Context: an optimization exercise on an open-source flow, tuned for small area. The choices shown serve that exercise and are no tape-out recipe.
Power is estimated from default activity; no workload was simulated.

== run a ==
## necir_core
module necir_core #(
    parameter [7:0] DEV_ADDR       = 8'h00,
    parameter [7:0] CMD_POWER_ON   = 8'h08,
    parameter [7:0] CMD_POWER_OFF  = 8'h09,
    parameter [7:0] CMD_MODE_COOL  = 8'h30,
    parameter [7:0] CMD_MODE_HEAT  = 8'h31,
    parameter [7:0] CMD_MODE_FAN   = 8'h32,
    parameter [7:0] CMD_MODE_DRY   = 8'h33,
    parameter [7:0] CMD_MODE_AUTO  = 8'h34,
    parameter [7:0] TEMP_BASE      = 8'h10,
    parameter [7:0] CMD_FAN_LOW    = 8'h40,
    parameter [7:0] CMD_FAN_MEDIUM = 8'h41,
    parameter [7:0] CMD_FAN_HIGH   = 8'h42,
    parameter [7:0] CMD_FAN_AUTO   = 8'h43
) (
    input             clk,
    input             rst_n,        
    input             soft_rst,     
    input             bus_req,
    input             bus_we,
    input      [1:0]  bus_size,     
    input      [11:0] bus_addr,
    input      [31:0] bus_wdata,
    output            bus_ack,
    output            bus_err,
    output reg [31:0] bus_rdata,
    output reg        tx_call,      
    output            tx_send,      
    output     [15:0] tx_freq,
    output     [15:0] tx_duty,
    output            tx_pvalid,    
    output     [15:0] tx_pdata,
    input             tx_pready,
    input             tx_rvalid,
    input             tx_rerr,
    input      [7:0]  tx_rcode
);
For scale: about 2100 cells after synthesis, ~150 I/O pins.
clock: 10.0 ns
lec_check: 0
cap_margin: 20
core_margin: 2
core_utilization: 60
slew_margin: 20
standard.sh (not shown) runs the stock make flow with config.mk's settings and CLKGATE_MAP_FILE= SYNTH_SCRIPT=/design/flow/synth_recipe.tcl, a recipe that flattens the netlist after the stock synthesis.
==> flow/flow/run.sh <==
#!/bin/bash
# Standard ORFS layout; CTS with one clock buffer size, larger sink clusters and no dummy
# loads; the smallest buffer on the ports. Output goes to standard.log.
set -euo pipefail
export CTS_ARGS="-sink_clustering_enable -repair_clock_nets -dont_use_dummy_load -buf_list {sky130_fd_sc_hd__clkbuf_8} -sink_clustering_size 20 -sink_clustering_max_diameter 50"
export BUFFER_PORTS_ARGS="-buffer_cell sky130_fd_sc_hd__buf_1"
bash standard.sh > standard.log 2>&1
Modified inputs, run b compared to run a
--- a/flow/design.v
+++ b/flow/design.v
@@ -155,25 +155,24 @@
                        8'd1: enc_cmd = CMD_FAN_MEDIUM;
                        8'd2: enc_cmd = CMD_FAN_HIGH;
                        8'd3: enc_cmd = CMD_FAN_AUTO;
                        default: enc_err = ERR_ENUM;
                    endcase
             8'h05: begin
-                       enc_addr = 8'h00;       
+                       enc_addr = opa;
                        enc_cmd  = opb;
                    end
             default: ;
         endcase
     end
-    wire [7:0] pair_a = enc_addr | opa;
     wire is_encode = (op >= 8'h01) && (op <= 8'h05);
     wire emit_op   = !illegal && is_encode && (enc_err == ERR_NONE);
     wire vwrd_op   = !illegal && (op == 8'h06);
     wire vpul_op   = !illegal && (op == 8'h07);
     wire [4:0]  emit_n    = ptr[5:1] - 5'd1;
-    wire        emit_bit  = (emit_n[4] ? enc_cmd[emit_n[2:0]] : pair_a[emit_n[2:0]]) ^ emit_n[3];
+    wire        emit_bit  = (emit_n[4] ? enc_cmd[emit_n[2:0]] : enc_addr[emit_n[2:0]]) ^ emit_n[3];
     reg  [15:0] emit_val;
     always @(*) begin
         if (ptr == 7'd0)
             emit_val = T_HDR_MARK;
         else if (ptr == 7'd1)
             emit_val = T_HDR_SPACE;
@@ -211,46 +210,40 @@
     wire rxw_cmd_ok  = ((rxword[23:16] ^ rxword[31:24]) == 8'hFF);
     wire rx_good     = vwrd_op | fin;       
     assign bus_err = ~acc_ok;
     assign bus_ack = bus_req & (~acc_ok |
                                 (~bus_we & (~in_ring | hit)) |
                                 (wr & (is_pulse ? hit : (ra != 3'd0) | cmd_done)));
-    wire r_head  = ~is_reg | (ra == 3'd0) | (ra == 3'd2) | (ra == 3'd5);    
-    wire r_fw    = is_reg & (ra == 3'd3);
-    wire r_cmd   = is_reg & (ra == 3'd0);
-    wire r_stat  = is_reg & (ra == 3'd1);
-    wire r_pair  = is_reg & (ra == 3'd2);
-    wire r_rxw   = is_reg & (ra == 3'd4);
-    wire r_rxr   = is_reg & (ra == 3'd5);
-    wire r_hw    = is_reg & (ra == 3'd6) & hw_rec & ~busy;
-    wire r_car   = is_reg & (ra == 3'd7);
-    wire r_fwinv = r_fw & pair_valid;
-    wire [31:0] status = {20'h0, 1'b0, err, 2'b00, txstate, drain, carrier_on, frame_ready, busy};
     always @(*) begin
-        bus_rdata = ({32{r_rxw}}  & rxword) |
-                    ({32{r_stat}} & status) |
-                    ({32{r_hw}}   & {22'h0, hw_step, hw_code}) |
-                    ({32{r_car}}  & {CARRIER_DUTY, CARRIER_HZ}) |
-                    ({32{r_cmd}}  & {head1, 16'h0}) |
-                    ({32{r_pair}} & {15'h0, pair_valid, 16'h0}) |
-                    ({32{r_rxr}}  & {12'h0, rx_aok & rx_cok, rx_fmt, rx_cok, rx_aok, 16'h0}) |
-                    ({32{r_head}} & {16'h0, head}) |
-                    ({32{r_fw}}   & {8'h0, head[15:8], 8'h0, head[7:0]}) |
-                    ({32{r_fwinv}} & {~head[15:8], 8'h0, ~head[7:0], 8'h0});
+        bus_rdata = 32'h0;
+        if (~is_reg) begin
+            bus_rdata = {16'h0, head};
+        end else begin
+            case (ra)
+                3'd0: bus_rdata = {head1, head};
+                3'd1: bus_rdata = {20'h0, 1'b0, err, 2'b00, txstate, drain, carrier_on, frame_ready, busy};
+                3'd2: bus_rdata = {15'h0, pair_valid, head};
+                3'd3: bus_rdata = {~head[15:8], head[15:8], ~head[7:0], head[7:0]} & {32{pair_valid}};
+                3'd4: bus_rdata = rxword;
+                3'd5: bus_rdata = {12'h0, rx_aok & rx_cok, rx_fmt, rx_cok, rx_aok, head};
+                3'd6: bus_rdata = {22'h0, hw_step, hw_code} & {32{hw_rec & ~busy}};
+                3'd7: bus_rdata = {CARRIER_DUTY, CARRIER_HZ};
+            endcase
+        end
     end
     wire s_wlo  = ~zflag & (wr_pulse | (tail & (ptr == E_CMD_LO)));
     wire s_whi  = ~zflag & cmd_done;
     wire s_emit = ~zflag & fin & emit_op & in_pul;
     wire s_pair = ~zflag & fin & emit_op & (ptr == E_PAIR);
     wire s_rx   = ~zflag & tail & (vwrd_op | vpul_op) & (ptr == E_RXR);
     wire s_head = ~zflag & ~(s_wlo | s_whi | s_emit | s_pair | s_rx);
     wire [15:0] ins = ({16{s_head}} & head) |
                       ({16{s_wlo}}  & bus_wdata[15:0]) |
                       ({16{s_whi}}  & bus_wdata[31:16]) |
                       ({16{s_emit}} & emit_val) |
-                      ({16{s_pair}} & {enc_cmd, pair_a}) |
+                      ({16{s_pair}} & {enc_cmd, enc_addr}) |
                       ({16{s_rx & rx_good}} & {rxword[23:16], rxword[7:0]});
     always @(posedge clk)
         ring <= {ins, ring[16*NENT-1:16]};
     wire rxw_clr  = ~rst_n | soft_rst;
     wire rxw_shift = fin & vpul_op & ptr[0] & (ptr != 7'd1) & in_pul;
     wire rxw_load = ~rxw_clr & wr_rxword;
--- outcome ---
Run a has a lower shortest period the worst path allows than run b. Run comparison: run b most heavily used metal layer in global routing met2; run a most heavily used metal layer in global routing met1. Synthesized-area fraction occupied by and/or/nand/nor cells: lower on run b. Compared with run a, run b shows total leakage power lower by about 1.4%. Detailed-route via count: run a vs run b — no meaningful difference. Run b has final worst setup slack below what run a had.
No functional check of the RTL was part of any run of this note.

re-timing with driven ports:
The flow's constraints put no driver on any port. The routed layouts listed below were extracted and timed again, unchanged, in two steps.
Step 1, drivers: a clkbuf_16 drives clk and a buf_2 each remaining input, both assumed.
Step 2 moves the port delays by t, midway between the first and last clock arrival at a register: inputs arrive t later, outputs are due t later. That takes back most of the time a late clock gives input paths.
a / b / c = no drivers / after step 1 / after step 2; a / b = the first two.
| run | t (ns) | setup WS [ns] | clock arrival spread, ns |
|---|---|---|---|
| run a | 0.673 | 2.648 / 2.618 / 2.618 | 0.110 / 0.110 |
| run b | 0.682 | 2.575 / 2.550 / 2.550 | 0.129 / 0.129 |
After both steps setup and hold are still met in every run listed. The setup slack of run a, which loses most, moves by -0.030 ns with the drivers and by -0.030 ns with both steps.
